What follows belongs to an exercise in optimizing a design on an open flow for small area; a production flow would make more cautious choices. In this exercise RTL edits were held to simulation tests only and were not proved equivalent to the original. The clock input has no modelled driver; a real chip could not lean on it and would need a root buffer or a full tree. Power is estimated from default activity; no workload was simulated.

== delta ==
==> module nexa433_classifier, before the edit <==
module nexa433_classifier (
    input  wire       clk_i,
    input  wire       rst_i,
    input  wire       tick_i,
    input  wire       sample_i,
    output reg  [2:0] ev             
);
    localparam [2:0] EV_NONE = 3'd0, EV_INVALID = 3'd1, EV_HIGH_SHORT = 3'd2,
                     EV_LOW_SHORT = 3'd3, EV_LOW_LONG = 3'd4, EV_SYNC = 3'd5,
                     EV_PAUSE = 3'd6;
    reg [6:0] run_len;
    reg       run_lvl;
    reg       last_hs;
    reg [6:0] run_len_nxt;
    always @* begin
        ev = EV_NONE;
        if (sample_i != run_lvl)
            run_len_nxt = 7'd1;
        else if (run_len == 7'd70)
            run_len_nxt = run_len;
        else
            run_len_nxt = run_len + 7'd1;
        if (sample_i != run_lvl) begin
            if (sample_i) begin
                if (run_len >= 7'd5 && run_len <= 7'd7)
                    ev = EV_LOW_SHORT;
                else if (run_len >= 7'd22 && run_len <= 7'd26)
                    ev = EV_LOW_LONG;
                else if (run_len >= 7'd48 && run_len <= 7'd52)
                    ev = EV_SYNC;
            end
        end else if (sample_i) begin
            if (run_len >= 7'd5)
                ev = EV_INVALID;
            else if (run_len >= 7'd2 && !last_hs)
                ev = EV_HIGH_SHORT;
        end else begin
            if (run_len == 7'd70)
                ev = EV_INVALID;
            else if (run_len == 7'd59)
                ev = EV_PAUSE;
        end
    end
    always @(posedge clk_i) begin
        if (rst_i) begin
            run_len <= 7'd0;
            run_lvl <= 1'b0;
            last_hs <= 1'b0;
        end else if (tick_i) begin
            run_len <= run_len_nxt;
            run_lvl <= sample_i;
            if (ev != EV_NONE)
                last_hs <= (ev == EV_HIGH_SHORT);
        end
    end
endmodule
==> module nexa433_filter, before the edit <==
module nexa433_filter (
    input  wire        clk_i,
    input  wire        rst_i,
    input  wire        tick_i,
    input  wire        raw_valid,
    input  wire [31:0] raw,
    input  wire [31:0] last_raw,     
    output wire        accept,       
    output wire        dup           
);
    localparam [12:0] CD_LOAD = 13'd8002;
    reg  [12:0] cd;
    wire        active = ~&cd;
    assign dup    = raw_valid && active && (raw == last_raw);
    assign accept = raw_valid && !dup;
    always @(posedge clk_i) begin
        if (rst_i)
            cd <= 13'h1fff;
        else if (tick_i) begin
            if (accept)
                cd <= CD_LOAD;
            else if (active)
                cd <= cd - 13'd1;
        end
    end
endmodule
clock: 10.0 ns
lec_check: 0
cap_margin: 0
core_margin: 2
core_utilization: 70
place_density: 0.75
slew_margin: 0
standard.sh (not shown) runs the stock make flow with config.mk's settings and CLKGATE_MAP_FILE= SYNTH_SCRIPT=/design/flow/synth_recipe.tcl, a recipe that flattens the netlist after the stock synthesis.
==> flow/flow/run.sh <==
#!/bin/bash
# Standard ORFS layout with these changes:
#  - synthesis leaves adders to ABC and maps logic with an area-oriented ABC script
#    (flow/area.abc); the rest of the synthesis is the standard flow's own standard script, so
#    registers and names are unchanged;
#  - port buffers use the smallest buffer cell;
#  - the clock tree is built by flow/manual_cts.tcl (one root buffer and a few leaf
#    buffers) in place of clock_tree_synthesis; the rest of ORFS's CTS step
#    (legalisation, timing repair) runs as usual.
set -euo pipefail
WORK=$(pwd)
ABC_SCRIPT="$WORK/flow/area.abc"
{
  echo 'set ::env(ADDER_MAP_FILE) ""'
  echo "proc abc {args} { set i [lsearch \$args -script]; if {\$i >= 0} { lset args [expr {\$i + 1}] {$ABC_SCRIPT} }; yosys abc {*}\$args }"
  cat "$WORK/synth_recipe.tcl"
} > "$WORK/area_synth.tcl"
bash standard.sh \
  "SYNTH_SCRIPT=$WORK/area_synth.tcl" \
  "BUFFER_PORTS_ARGS=-buffer_cell sky130_fd_sc_hd__buf_1" \
  "PRE_CTS_TCL=$WORK/flow/manual_cts.tcl" \
  "MCTS_ROOT=sky130_fd_sc_hd__clkbuf_4" \
  "MCTS_LEAF=sky130_fd_sc_hd__clkbuf_8" \
  "MCTS_NLEAF=6" \
  "MCTS_ITERS=0" \
  finish > standard_flow.log 2>&1
Other scripts of this flow, unchanged in this note and not shown: flow/flow/area.abc, flow/flow/manual_cts.tcl
delta: no failed stages, no open violations at the end
What gamma does differently from delta at the input level:
-- flow/design.v --
<<< delta, line 13
    reg       last_hs;
    reg [6:0] run_len_nxt;
    always @* begin
        ev = EV_NONE;
        if (sample_i != run_lvl)
            run_len_nxt = 7'd1;
        else if (run_len == 7'd70)
            run_len_nxt = run_len;
        else
>>> gamma, line 13
    reg       last_hs;
    reg [6:0] run_len_nxt;
    wire at_ceil = run_len[6] & run_len[2] & run_len[1];                  
    wire at_end  = run_len[5:0] == 6'b111011;                             
    wire is_ls   = run_len[6:3] == 4'b0000 && run_len[2] && (run_len[1] | run_len[0]);  
    wire is_ll   = run_len[5:3] == 3'b010 ? (run_len[2] & run_len[1])               
                 : run_len[5:3] == 3'b011 && !(run_len[2] | (run_len[1] & run_len[0]));  
    wire is_sync = run_len[5:3] == 3'b110 && !(run_len[2] & (run_len[1] | run_len[0]));  
    always @* begin
        ev = EV_NONE;
        if (sample_i != run_lvl)
            run_len_nxt = 7'd1;
        else if (at_ceil)
            run_len_nxt = run_len;
        else
<<< delta, line 23
        if (sample_i != run_lvl) begin
            if (sample_i) begin
                if (run_len >= 7'd5 && run_len <= 7'd7)
                    ev = EV_LOW_SHORT;
                else if (run_len >= 7'd22 && run_len <= 7'd26)
                    ev = EV_LOW_LONG;
                else if (run_len >= 7'd48 && run_len <= 7'd52)
                    ev = EV_SYNC;
            end
>>> gamma, line 29
        if (sample_i != run_lvl) begin
            if (sample_i) begin
                if (is_ls)
                    ev = EV_LOW_SHORT;
                else if (is_ll)
                    ev = EV_LOW_LONG;
                else if (is_sync)
                    ev = EV_SYNC;
            end
<<< delta, line 36
                ev = EV_HIGH_SHORT;
        end else begin
            if (run_len == 7'd70)
                ev = EV_INVALID;
            else if (run_len == 7'd59)
                ev = EV_PAUSE;
        end
>>> gamma, line 42
                ev = EV_HIGH_SHORT;
        end else begin
            if (at_ceil)
                ev = EV_INVALID;
            else if (at_end)
                ev = EV_PAUSE;
        end
<<< delta, line 173
    localparam [12:0] CD_LOAD = 13'd8002;
    reg  [12:0] cd;
    wire        active = ~&cd;
    assign dup    = raw_valid && active && (raw == last_raw);
    assign accept = raw_valid && !dup;
>>> gamma, line 179
    localparam [12:0] CD_LOAD = 13'd8002;
    reg  [12:0] cd;
    wire        active = ~&cd[12:7];
    assign dup    = raw_valid && active && (raw == last_raw);
    assign accept = raw_valid && !dup;
Notes after the runs:
Compared to delta, gamma has synthesized cell count about 1.5% lower. Final standard cell area without fillers shrinks slightly when moving from delta to gamma. Of delta and gamma, delta shows the higher global-route usage, with gamma below it. On clock power, gamma tracks delta almost exactly. Setup clock skew after layout, delta and gamma, lower one = delta. The part of the power in combinational logic on delta is in line with that on gamma. gamma vs. delta: power shrank by about 0.4%, total instance count after detailed placement lost 1.4%.
In every run of this note, the design's own scripts or RTL, not TritonCTS, make the clock network.

[static timing again, ports no longer ideal]
The results above use ideal ports. As a check the final layouts listed here were re-extracted and re-timed, cells and wires unchanged.
Step 1 assumes that a clkbuf_16 drives the clock port and a buf_2 every other input.
Step 2 moves the port delays by t, midway between the first and last clock arrival at a register: inputs arrive t later, outputs are due t later. That takes back most of the time a late clock gives input paths.
Slacks: ideal / step 1 / step 2; pairs: ideal / step 1.
| run | t, ns | setup slack, ns | worst hold slack (ns) | latest minus earliest clock arrival (ns) | worst data-port slew with drivers (ns) |
|---|---|---|---|---|---|
| delta | 0.450 | 5.174 / 5.170 / 4.720 | 0.469 / 0.469 / 0.469 | 0.011 / 0.011 | 0.04 |
| gamma | 0.441 | 4.600 / 4.604 / 4.163 | 0.491 / 0.491 / 0.491 | 0.015 / 0.016 | 0.03 |
After both steps setup and hold are still met in every run listed. For delta, which loses most, drivers alone change the setup slack by -0.004 ns; drivers and shift together by -0.454 ns.
